Source: an optimization exercise on an open RTL-to-GDS flow (aim: small area, a short achievable clock period and few clock cycles per item). Production flows keep margins and buffers that such runs may drop.
In this exercise RTL edits were held to simulation tests only and were not proved equivalent to the original.
Power figures rest on the tool's default switching activity, not on a simulated workload.

==> inputs of run F <==
// b2bdu_idct_g
module b2bdu_idct_g (
    input  wire        clk,
    input  wire        rst,         
    input  wire        in_valid,
    output wire        in_ready,
    input  wire [31:0] in_coef,     
    input  wire [7:0]  in_dst,      
    input  wire        in_add,      
    output wire        out_valid,
    input  wire        out_ready,
    output wire [7:0]  out_pix,     
    output wire [1:0]  out_err      
);
Settings: LEC_CHECK=0, CAP_MARGIN=20, CORE_MARGIN=2, CORE_UTILIZATION=40, PLACE_DENSITY=0.6, SLEW_MARGIN=20; clock period 13.0 ns.
run.sh (not shown) runs the stock make flow with config.mk's settings and CLKGATE_MAP_FILE= SYNTH_SCRIPT=/design/flow/synth_recipe.tcl, a recipe that flattens the netlist after the stock synthesis.
==> inputs of run K, as changes to run F <==
--- a/flow/design.v
+++ b/flow/design.v
@@ -60,11 +60,12 @@
     output wire [1:0]  out_err      
 );
     integer j, f;
     reg signed [15:0] rc [0:63];    
     reg        [7:0]  rd [0:63];
-    reg        rdy;          
+    reg        rdy_o;        
+    reg        rdy_l;        
     reg        iv;           
     reg [5:0]  ik;           
     reg signed [15:0] ic;
     reg [7:0]  id;
     reg [7:0]  ren;          
@@ -89,11 +90,12 @@
     reg        s1_col, s1_row, s1_first, s1_last;
     reg        s2_col, s2_row, s2_first, s2_last;
     reg        s3_col, s3_row, s3_first, s3_last;
     reg        s4_col, s4_row, s4_first, s4_last;
     reg [7:0]  s4_oor;
-    assign in_ready = rdy;
+    assign in_ready = rdy_o;
+    wire   rdy      = ~rdy_l;
     wire in_fire  = in_valid & rdy;
     wire col_fire = in_fire & rot_act;     
     assign out_valid = ov;
     assign out_pix   = opix;
     assign out_err   = oerr;
@@ -198,35 +200,44 @@
         .t7(s3_t7), .t8(s3_t8), .t9(s3_t9), .t10(s3_t10),
         .o0(ko[0]), .o1(ko[1]), .o2(ko[2]), .o3(ko[3]),
         .o4(ko[4]), .o5(ko[5]), .o6(ko[6]), .o7(ko[7])
     );
     wire wb = s3_col;                      
-    reg signed [13:0] s4_r [0:7];
+    reg signed [8:0]  s4_r  [0:7];
+    reg        [7:0]  s4_hi, s4_lo;
     always @(posedge clk) begin
         for (j = 0; j < 8; j = j + 1) begin
-            s4_r[j]   <= ko[j][19:6];
+            s4_r[j]   <= ko[j][14:6];
+            s4_hi[j]  <= ~ko[j][19] & (|ko[j][18:14]);
+            s4_lo[j]  <=  ko[j][19] & ~(&ko[j][18:14]);
             s4_oor[j] <= ~((&ko[j][19:15]) | ~(|ko[j][19:15]));
         end
         s4_first <= s3_first; s4_last <= s3_last;
     end
     wire any_oor = |s4_oor;
-    reg signed [14:0] csum [0:7];
+    reg signed [9:0]  csum [0:7];
     reg        [7:0]  cadd [0:7];
     reg        [7:0]  cput [0:7];
     always @(*) begin
         for (j = 0; j < 8; j = j + 1) begin
-            csum[j] = s4_r[j] + $signed({7'd0, b0pix[j]});
-            if (csum[j] < 0)
+            csum[j] = s4_r[j] + $signed({2'd0, b0pix[j]});
+            if (s4_lo[j])
                 cadd[j] = 8'd0;
-            else if (csum[j] > 15'sd255)
+            else if (s4_hi[j])
+                cadd[j] = 8'd255;
+            else if (csum[j] < 0)
+                cadd[j] = 8'd0;
+            else if (csum[j] > 10'sd255)
                 cadd[j] = 8'd255;
             else
                 cadd[j] = csum[j][7:0];
-            if (s4_r[j] < 0)
+            if (s4_lo[j])
                 cput[j] = 8'd0;
-            else if (s4_r[j] > 14'sd255)
+            else if (s4_hi[j])
                 cput[j] = 8'd255;
+            else if (s4_r[j] < 0)
+                cput[j] = 8'd0;
             else
                 cput[j] = s4_r[j][7:0];
         end
     end
     genvar gu, ge;
@@ -251,11 +262,12 @@
                 end
             end
         end
     endgenerate
     always @(posedge clk) begin
-        rdy     <= in_fire ? rdy_f[1]     : rdy_f[0];
+        rdy_o   <= in_fire ? rdy_f[1]     : rdy_f[0];
+        rdy_l   <= in_fire ? ~rdy_f[1]    : ~rdy_f[0];
         fk      <= in_fire ? fk_f[1]      : fk_f[0];
         fwait   <= in_fire ? fwait_f[1]   : fwait_f[0];
         iv      <= in_fire ? iv_f[1]      : iv_f[0];
         ik      <= in_fire ? ik_f[1]      : ik_f[0];
         rot_act <= in_fire ? rot_act_f[1] : rot_act_f[0];
@@ -318,11 +330,12 @@
                 ov <= 1'b0;
             end
         end
         b1full <= xfer | (b1full & ~(out_take & (ri == 3'd7)));
         if (rst) begin
-            rdy     <= 1'b1;
+            rdy_o   <= 1'b1;
+            rdy_l   <= 1'b0;
             iv      <= 1'b0;
             ren     <= 8'd0;
             fk      <= 6'd0;
             fwait   <= 1'b0;
             rot_act <= 1'b0;
==> flow/flow/run.sh (new file) <==
#!/bin/bash
# Layout flow: the standard flow (standard.sh: unchanged synthesis, steps
# and constraints), with two settings added to its config.mk:
#  - the buffers that placement puts on the input and output ports are
#    sky130_fd_sc_hd__buf_4 (every port still gets its buffer);
#  - timing repair aims for setup slack >= 9.3 ns at the 13 ns clock, so that
#    it works on the paths that set the period the design achieves.
set -o pipefail
echo 'export BUFFER_PORTS_ARGS = -buffer_cell sky130_fd_sc_hd__buf_4' >> config.mk
echo 'export SETUP_SLACK_MARGIN = 9.3' >> config.mk
bash standard.sh > standard.log 2>&1
==> flow/standard.sh (new file) <==
#!/bin/bash
# synth_recipe.tcl (not shown) runs the flow's synth.tcl, then flattens the netlist and writes it again
# the make line also repeats each setting of config.mk as NAME=value (left out here)
make -C /OpenROAD-flow-scripts/flow DESIGN_CONFIG=/design/flow/config.mk WORK_HOME=/design/flow/orfs CLKGATE_MAP_FILE= SYNTH_SCRIPT=/design/flow/synth_recipe.tcl "${@:-finish}"
--- a/flow/config.mk
+++ b/flow/config.mk
@@ -8,5 +8,7 @@
 export CAP_MARGIN = 20
 export CORE_MARGIN = 2
 export CORE_UTILIZATION = 40
 export PLACE_DENSITY = 0.6
 export SLEW_MARGIN = 20
+export BUFFER_PORTS_ARGS = -buffer_cell sky130_fd_sc_hd__buf_4
+export SETUP_SLACK_MARGIN = 9.3
removed: flow/run.sh
==> flow_summary.json <==
{
  "status": "finished clean",
  "hpwl_um": 266100,
  "p_per_area_nw_per_um2": 276.3,
  "wl_um": 373400,
  "dr_total_vias": 73207,
  "irDropWorstVdd_mv": 0.4093,
  "power_frac_seq_pct": 31.4,
  "period_needed_ns": 5.075,
  "pwr-share-clk_pct": 21.3,
  "grt_pass1_wl_um": 526000,
  "dp_slack_ns": 8.263
}
The numbers above come from run F.

==> flow_summary.json <==
{
  "status": "finished clean",
  "wl_um": 366700,
  "hpwl_um": 259500,
  "dp_slack_ns": 8.622,
  "irDropWorstVdd_mv": 0.1151,
  "power_frac_seq_pct": 41.8,
  "p_per_area_nw_per_um2": 169.8
}
The numbers above come from run K.

Testbench counts of run F, summed over its fixed seeds: cycles 22,000, blocks 320.
Testbench counts of run K, summed over its fixed seeds: cycles 22,000, blocks 320.

========
==> run D: inputs <==
b2bdu_idct_g, a different RTL version from the one above (not shown whole).
Settings: LEC_CHECK=0, CAP_MARGIN=20, CORE_MARGIN=2, CORE_UTILIZATION=40, PLACE_DENSITY=0.6, SLEW_MARGIN=20, BUFFER_PORTS_ARGS=-buffer_cell sky130_fd_sc_hd__buf_4; clock period 13.0 ns.
standard.sh (not shown) runs the stock make flow with config.mk's settings and CLKGATE_MAP_FILE= SYNTH_SCRIPT=/design/flow/synth_recipe.tcl, a recipe that flattens the netlist after the stock synthesis.
==> flow/flow/run.sh <==
#!/bin/bash
# Layout flow: the standard flow (standard.sh, unchanged synthesis and
# steps), with one setting added: the buffers that the placement step puts on
# the input and output ports are sky130_fd_sc_hd__buf_4 instead of the
# default pick. Every port still gets its buffer.
set -o pipefail
echo 'export BUFFER_PORTS_ARGS = -buffer_cell sky130_fd_sc_hd__buf_4' >> config.mk
bash standard.sh > standard.log 2>&1
==> inputs of run A, as changes to run D <==
--- a/flow/design.v
+++ b/flow/design.v
@@ -60,12 +60,11 @@
     output wire [1:0]  out_err      
 );
     integer j, f;
     reg signed [15:0] rc [0:63];    
     reg        [7:0]  rd [0:63];
-    reg        rdy_o;        
-    reg        rdy_l;        
+    reg        rdy;          
     reg        iv;           
     reg [5:0]  ik;           
     reg signed [15:0] ic;
     reg [7:0]  id;
     reg [7:0]  ren;          
@@ -90,12 +89,11 @@
     reg        s1_col, s1_row, s1_first, s1_last;
     reg        s2_col, s2_row, s2_first, s2_last;
     reg        s3_col, s3_row, s3_first, s3_last;
     reg        s4_col, s4_row, s4_first, s4_last;
     reg [7:0]  s4_oor;
-    assign in_ready = rdy_o;
-    wire   rdy      = ~rdy_l;
+    assign in_ready = rdy;
     wire in_fire  = in_valid & rdy;
     wire col_fire = in_fire & rot_act;     
     assign out_valid = ov;
     assign out_pix   = opix;
     assign out_err   = oerr;
@@ -253,12 +251,11 @@
                 end
             end
         end
     endgenerate
     always @(posedge clk) begin
-        rdy_o   <= in_fire ? rdy_f[1]     : rdy_f[0];
-        rdy_l   <= in_fire ? ~rdy_f[1]    : ~rdy_f[0];
+        rdy     <= in_fire ? rdy_f[1]     : rdy_f[0];
         fk      <= in_fire ? fk_f[1]      : fk_f[0];
         fwait   <= in_fire ? fwait_f[1]   : fwait_f[0];
         iv      <= in_fire ? iv_f[1]      : iv_f[0];
         ik      <= in_fire ? ik_f[1]      : ik_f[0];
         rot_act <= in_fire ? rot_act_f[1] : rot_act_f[0];
@@ -321,12 +318,11 @@
                 ov <= 1'b0;
             end
         end
         b1full <= xfer | (b1full & ~(out_take & (ri == 3'd7)));
         if (rst) begin
-            rdy_o   <= 1'b1;
-            rdy_l   <= 1'b0;
+            rdy     <= 1'b1;
             iv      <= 1'b0;
             ren     <= 8'd0;
             fk      <= 6'd0;
             fwait   <= 1'b0;
             rot_act <= 1'b0;
==> flow/run.sh (new file) <==
#!/bin/bash
# synth_recipe.tcl (not shown) runs the flow's synth.tcl, then flattens the netlist and writes it again
# the make line also repeats each setting of config.mk as NAME=value (left out here)
make -C /OpenROAD-flow-scripts/flow DESIGN_CONFIG=/design/flow/config.mk WORK_HOME=/design/flow/orfs CLKGATE_MAP_FILE= SYNTH_SCRIPT=/design/flow/synth_recipe.tcl finish
- BUFFER_PORTS_ARGS: -buffer_cell sky130_fd_sc_hd__buf_4 -> default
- CORE_UTILIZATION: 40 -> 60
- PLACE_DENSITY: 0.6 -> 0.72
removed: flow/flow/run.sh
removed: flow/standard.sh
==> results.txt <==
item	run D	run A
# clock sinks	2314	2313
Run status	complete, no violations	complete, no violations
Syn Nets	9165	9274
Gate count of the mapped netlist	8345	8456
Starting density of the core	40.2%	60.4%
Setup WS post-layout	8.58 ns	7.83 ns
Routed metal-1 wire length	151 mm	132 mm
Crit Path Max Fanout	3	10
Routed wire length	360 mm	357 mm
Critical R2R Capture	s3_t10[18]$_DFF_P_	s3_t8[18]$_DFF_P_
Kind of end point of the critical path	flop	primary output
Fraction of met2 tracks used by global routing	39.3%	57.6%
Total die area	273000 sq um	183000 sq um
Sequential Area	62900 sq um	62900 sq um
Total number of multi-input combinational cells	5038	5125
Sequential group share of total power	43.2%	31.5%
Number of sequential cells in the layout	2314	2313
Register fraction of the total cell area	52.5%	52.9%
Testbench counts of run D, summed over its fixed seeds: cycles 22,000, blocks 320.
Testbench counts of run A, summed over its fixed seeds: cycles 22,000, blocks 320.

afterwards: timing with drivers on the ports:
How much do the figures lean on ideal ports? The routed layouts below were timed once more, with nothing changed but the port constraints. Step 1, drivers: a clkbuf_16 drives clk and a buf_2 each remaining input, both assumed. Step 2 also shifts input and output timing later by t, the mid clock arrival at the registers, as if the neighbouring blocks saw the same clock. Slacks: ideal ports / drivers / drivers and shift; pairs: ideal ports / drivers.
run	t (ns)	setup slack, ns	latest minus earliest clock arrival (ns)
run F	0.984	7.925 / 7.830 / 8.196	0.086 / 0.087
run K	1.001	8.855 / 8.753 / 8.587	0.092 / 0.092
run D	0.955	8.579 / 8.579 / 8.367	0.099 / 0.100
run A	0.956	7.833 / 7.746 / 8.229	0.053 / 0.053
After both steps setup and hold are still met in every run listed. The setup slack of run K, which loses most, moves by -0.102 ns with the drivers and by -0.268 ns with both steps.
